Context: an optimization exercise on an open-source flow, tuned for small area and a short achievable clock period. The choices shown serve that exercise and are no tape-out recipe.
In this exercise RTL edits were held to simulation tests only and were not proved equivalent to the original.

==> job 5880 <==
==> flow/design.v (excerpt) <==
module nectx (
    input             clk,
    input             rst,
    input      [31:0] top,
    input             host_we,
    input      [2:0]  host_addr,
    input      [31:0] host_wdata,
    output reg [31:0] host_rdata,
    output     [31:0] carrier
);
Settings: LEC_CHECK=0, CAP_MARGIN=20, CORE_MARGIN=2, CORE_UTILIZATION=40, SLEW_MARGIN=20; clock period 40.0 ns.
run.sh (not shown) runs the stock make flow with config.mk's settings and CLKGATE_MAP_FILE= SYNTH_SCRIPT=/design/flow/synth_recipe.tcl, a recipe that flattens the netlist after the stock synthesis.
==> inputs of job 4202, as changes to job 5880 <==
--- a/flow/design.v
+++ b/flow/design.v
@@ -27,11 +27,10 @@
     localparam [7:0] OP_SEND_REPEAT_FRAME = 8'h04;
     localparam [7:0] OP_SEND              = 8'h05;
     localparam [7:0] OP_SEND_RAW          = 8'h06;
     localparam [7:0] OP_STOP_REPEAT       = 8'h07;
     localparam [7:0] OP_CONFIGURE         = 8'h08;
-    localparam integer NA = 14;
     reg [31:0] cmd_arg_reg;      
     reg [7:0]  cmd_op;
     reg [6:0]  r_dur;            
     reg        r_code_v;         
     reg [23:0] r_code;           
@@ -45,71 +44,98 @@
     reg [1:0]  rpt_state;
     reg [6:0]  duty;
     reg [10:0] t;                
     reg [1:0]  units;            
     reg [6:0]  md;               
-    reg [32:0] div_a;            
+    reg [4:0]  div_r;            
     reg [38:0] w;                
-    function [5:0] dstep;        
+    function [5:0] dstep;
         input [4:0] r;
         input       b;
-        reg   [5:0] x;
         begin
-            x = {r, b};
-            if (x >= 6'd25) dstep = {1'b1, x[4:0] - 5'd25};
-            else            dstep = {1'b0, x[4:0]};
+            dstep[5] = (r[4]) | (r[3] & r[2] & r[0]) | (r[3] & r[2] & r[1]) | (r[3] & r[2] & b);
+            dstep[4] = (r[3] & ~r[2]) | (r[4] & r[2] & r[0]) | (r[4] & r[2] & b) | (r[4] & r[2] & r[1]) | (r[3] & ~r[1] & ~r[0] & ~b);
+            dstep[3] = (~r[4] & ~r[3] & r[2]) | (r[4] & ~r[2] & b) | (r[4] & ~r[2] & r[1]) | (r[2] & ~r[1] & ~r[0] & ~b) | (r[4] & ~r[2] & r[0]);
+            dstep[2] = (r[1] & r[0]) | (r[1] & b) | (r[4] & ~r[1] & ~r[0] & ~b) | (~r[4] & ~r[2] & r[1]) | (~r[4] & ~r[3] & r[1]);
+            dstep[1] = (r[0] & b) | (r[4] & ~r[0] & ~b) | (~r[4] & ~r[3] & r[0]) | (r[3] & ~r[2] & r[0]) | (r[3] & r[2] & r[1] & ~r[0] & ~b);
+            dstep[0] = (r[4] & ~b) | (~r[4] & ~r[2] & b) | (~r[4] & ~r[3] & b) | (r[3] & r[2] & r[0] & ~b) | (r[3] & r[2] & r[1] & ~b);
         end
     endfunction
-    function [32:0] stage_a;     
-        input [31:0] tp;
-        reg   [4:0]  r;
-        reg   [5:0]  s;
-        integer      k;
+    localparam integer NB = 20;
+    function [NB + 4:0] dblock;  
+        input [4:0]    r0;
+        input [NB-1:0] bits;
+        reg   [4:0]    r;
+        reg   [5:0]    st;
+        integer        k;
         begin
-            r = {1'b0, tp[31:28]};       
-            stage_a = 33'd0;
-            for (k = 4; k < NA; k = k + 1) begin
-                s = dstep(r, tp[31 - k]);
-                stage_a[32 - (k - 4)] = s[5];
-                r = s[4:0];
+            r = r0;
+            for (k = 0; k < NB; k = k + 1) begin
+                st = dstep(r, bits[NB - 1 - k]);
+                dblock[NB + 4 - k] = st[5];
+                r = st[4:0];
             end
-            stage_a[32 - (NA - 4) -: 5] = r;
-            stage_a[31 - NA:0]          = tp[31 - NA:0];
+            dblock[4:0] = r;
         end
     endfunction
-    function [38:0] stage_b;     
-        input [32:0] da;
-        reg   [4:0]  r;
-        reg   [5:0]  s;
-        integer      k;
+    wire [4:0]      blk_r   = rst ? {1'b0, top[31:28]} : div_r;
+    wire [NB-1:0]   blk_in  = rst ? top[27:8] : {top[7:0], 12'd0};
+    wire [NB + 4:0] blk_out = dblock(blk_r, blk_in);
+    always @(posedge clk) begin
+        if (rst) begin
+            div_r     <= blk_out[4:0];
+            w[38:19]  <= blk_out[NB + 4 -: 20];
+        end
+        w[18:0] <= blk_out[NB + 4 -: 19];
+    end
+    wire [9:0] md_ext = {2'b00, md, 1'b0};
+    reg  [39:0] bth [0:3];       
+    reg  [3:0]  bneg;
+    reg         b_one, b_two;
+    integer     j;
+    always @(*) begin
+        for (j = 0; j < 4; j = j + 1) begin
+            b_one   = md_ext[2*j+1] ^ md_ext[2*j];
+            b_two   = (md_ext[2*j+2] & ~md_ext[2*j+1] & ~md_ext[2*j]) |
+                      (~md_ext[2*j+2] & md_ext[2*j+1] & md_ext[2*j]);
+            bneg[j] = md_ext[2*j+2];
+            bth[j]  = (({40{b_one}} & {1'b0, w}) | ({40{b_two}} & {w, 1'b0})) ^ {40{bneg[j]}};
+        end
+    end
+    wire [47:0] row0 = {6'b0, ~bneg[0], bneg[0], bneg[0], bth[0]};
+    wire [47:0] row1 = {5'b0, 1'b1, ~bneg[1], bth[1], 1'b0, bneg[0]};
+    wire [47:0] row2 = {3'b0, 1'b1, ~bneg[2], bth[2], 1'b0, bneg[1], 2'b0};
+    wire [47:0] row3 = {2'b0, 1'b1, bth[3], 1'b0, bneg[2], 4'b0};
+    wire [47:0] row4 = {41'b0, md};
+    function [95:0] csa;         
+        input [47:0] x, y, z;
         begin
-            stage_b = 39'd0;
-            stage_b[38 -: NA - 4] = da[32 -: NA - 4];
-            r = da[32 - (NA - 4) -: 5];
-            for (k = NA; k < 43; k = k + 1) begin
-                s = dstep(r, (k < 32) ? da[31 - k] : 1'b0);
-                stage_b[42 - k] = s[5];
-                r = s[4:0];
-            end
+            csa[47:0]  = x ^ y ^ z;
+            csa[95:48] = {(x[46:0] & y[46:0]) | (x[46:0] & z[46:0]) | (y[46:0] & z[46:0]), 1'b0};
         end
     endfunction
-    wire [32:0] n_div_a = stage_a(top);
-    wire [38:0] n_w     = stage_b(div_a);
-    always @(posedge clk) begin
-        div_a <= n_div_a;
-        w     <= n_w;
-    end
-    wire [45:0] prod = {7'd0, w & {39{md[0]}}}
-                     + {6'd0, w & {39{md[1]}}, 1'b0}
-                     + {5'd0, w & {39{md[2]}}, 2'b0}
-                     + {4'd0, w & {39{md[3]}}, 3'b0}
-                     + {3'd0, w & {39{md[4]}}, 4'b0}
-                     + {2'd0, w & {39{md[5]}}, 5'b0}
-                     + {1'd0, w & {39{md[6]}}, 6'b0}
-                     + {39'd0, md};
+    wire [95:0] cs1 = csa(row0, row1, row2);
+    wire [95:0] cs2 = csa(cs1[47:0], cs1[95:48], row3);
+    wire [95:0] cs3 = csa(cs2[47:0], cs2[95:48], row4);
+    wire [47:0] sx = cs3[47:0];
+    wire [47:0] sy = cs3[95:48];
+    reg  [47:0] prod;
+    reg  [16:0] blk0, blk1;
+    reg         cy;
+    integer     bk;
+    always @(*) begin
+        cy = 1'b0;
+        prod = 48'd0;
+        for (bk = 0; bk < 48; bk = bk + 16) begin
+            blk0 = {1'b0, sx[bk +: 16]} + {1'b0, sy[bk +: 16]};
+            blk1 = {1'b0, sx[bk +: 16]} + {1'b0, sy[bk +: 16]} + 17'd1;
+            prod[bk +: 16] = cy ? blk1[15:0] : blk0[15:0];
+            cy = cy ? blk1[16] : blk0[16];
+        end
+    end
     assign carrier = prod[44:13];
-    wire mark_nz = |carrier;
+    wire mark_nz = (|md && |w[38:13]) || |prod[19:13];
     always @(*) begin
         case (host_addr)
             3'd0:    host_rdata = cmd_arg_reg;
             3'd1:    host_rdata = {24'd0, cmd_op};
             3'd2:    host_rdata = {16'd0, bit_idx, seq_phase, seq_owner, ovr, ill,
==> flow/flow/run.sh (new file) <==
#!/bin/bash
# The standard layout (the standard.sh: standard synthesis, floorplan,
# placement, CTS, routing), except that the port buffers are buf_2 cells
# instead of the default clkdlybuf4s50_1 delay cells, and the resizer's
# setup repair aims for 22.5 ns of slack at the 40 ns clock (a 17.5 ns
# period) instead of 0, so it also sizes up the paths that set the
# achieved period.
set -euo pipefail
export BUFFER_PORTS_ARGS="-buffer_cell sky130_fd_sc_hd__buf_2"
export SETUP_SLACK_MARGIN=22.5
bash standard.sh finish > standard.log 2>&1
==> flow/standard.sh (new file) <==
#!/bin/bash
# synth_recipe.tcl (not shown) runs the flow's synth.tcl, then flattens the netlist and writes it again
# the make line also repeats each setting of config.mk as NAME=value (left out here)
make -C /OpenROAD-flow-scripts/flow DESIGN_CONFIG=/design/flow/config.mk WORK_HOME=/design/flow/orfs CLKGATE_MAP_FILE= SYNTH_SCRIPT=/design/flow/synth_recipe.tcl "${@:-finish}"
ABC_AREA = 1   (was not set)
CORE_UTILIZATION = 65   (was 40)
removed: flow/run.sh
==> notes.md <==
Hold Path Stages -> 0
Worst Path Max Fanout -> 19
status -> finished clean
vias in the first global route -> 20.0k
Worst EP required -> 40430 ps
XOR/XNOR share of the synthesized area -> 3.77%
# the run above: job 5880

==> notes.md <==
Hold Path Stages -> 1
Worst EP required -> 32000 ps
status -> finished clean
vias in the first global route -> 18.2k
XOR/XNOR share of the synthesized area -> 7.83%
# the run above: job 4202

## static timing again, ports no longer ideal
How much do the figures lean on ideal ports? The routed layouts below were timed once more, with nothing changed but the port constraints.
Step 1 assumes that a clkbuf_16 drives the clock port and a buf_2 every other input.
Step 2 times the ports against the registers' clock, not the clock port: input delays grow and output delays shrink by t, the midpoint of the rising clock arrivals with the driver on.
a / b / c = ideal ports / drivers / drivers and shift; a / b = the first two.
| run | t, ns | slack for setup (ns) | hold slack, ns | worst data-port slew with drivers (ns) | cell pins on the clock port's net |
|---|---|---|---|---|---|
| job 5880 | 0.625 | 12.123 / 12.123 / 12.123 | 0.330 / 0.330 / 0.330 | 0.10 | 1 |
| job 4202 | 0.476 | 22.568 / 22.547 / 22.547 | 0.420 / 0.420 / 0.420 | 0.30 | 1 |
After both steps setup and hold are still met in every run listed. The setup slack of job 4202, which loses most, moves by -0.021 ns with the drivers and by -0.021 ns with both steps.
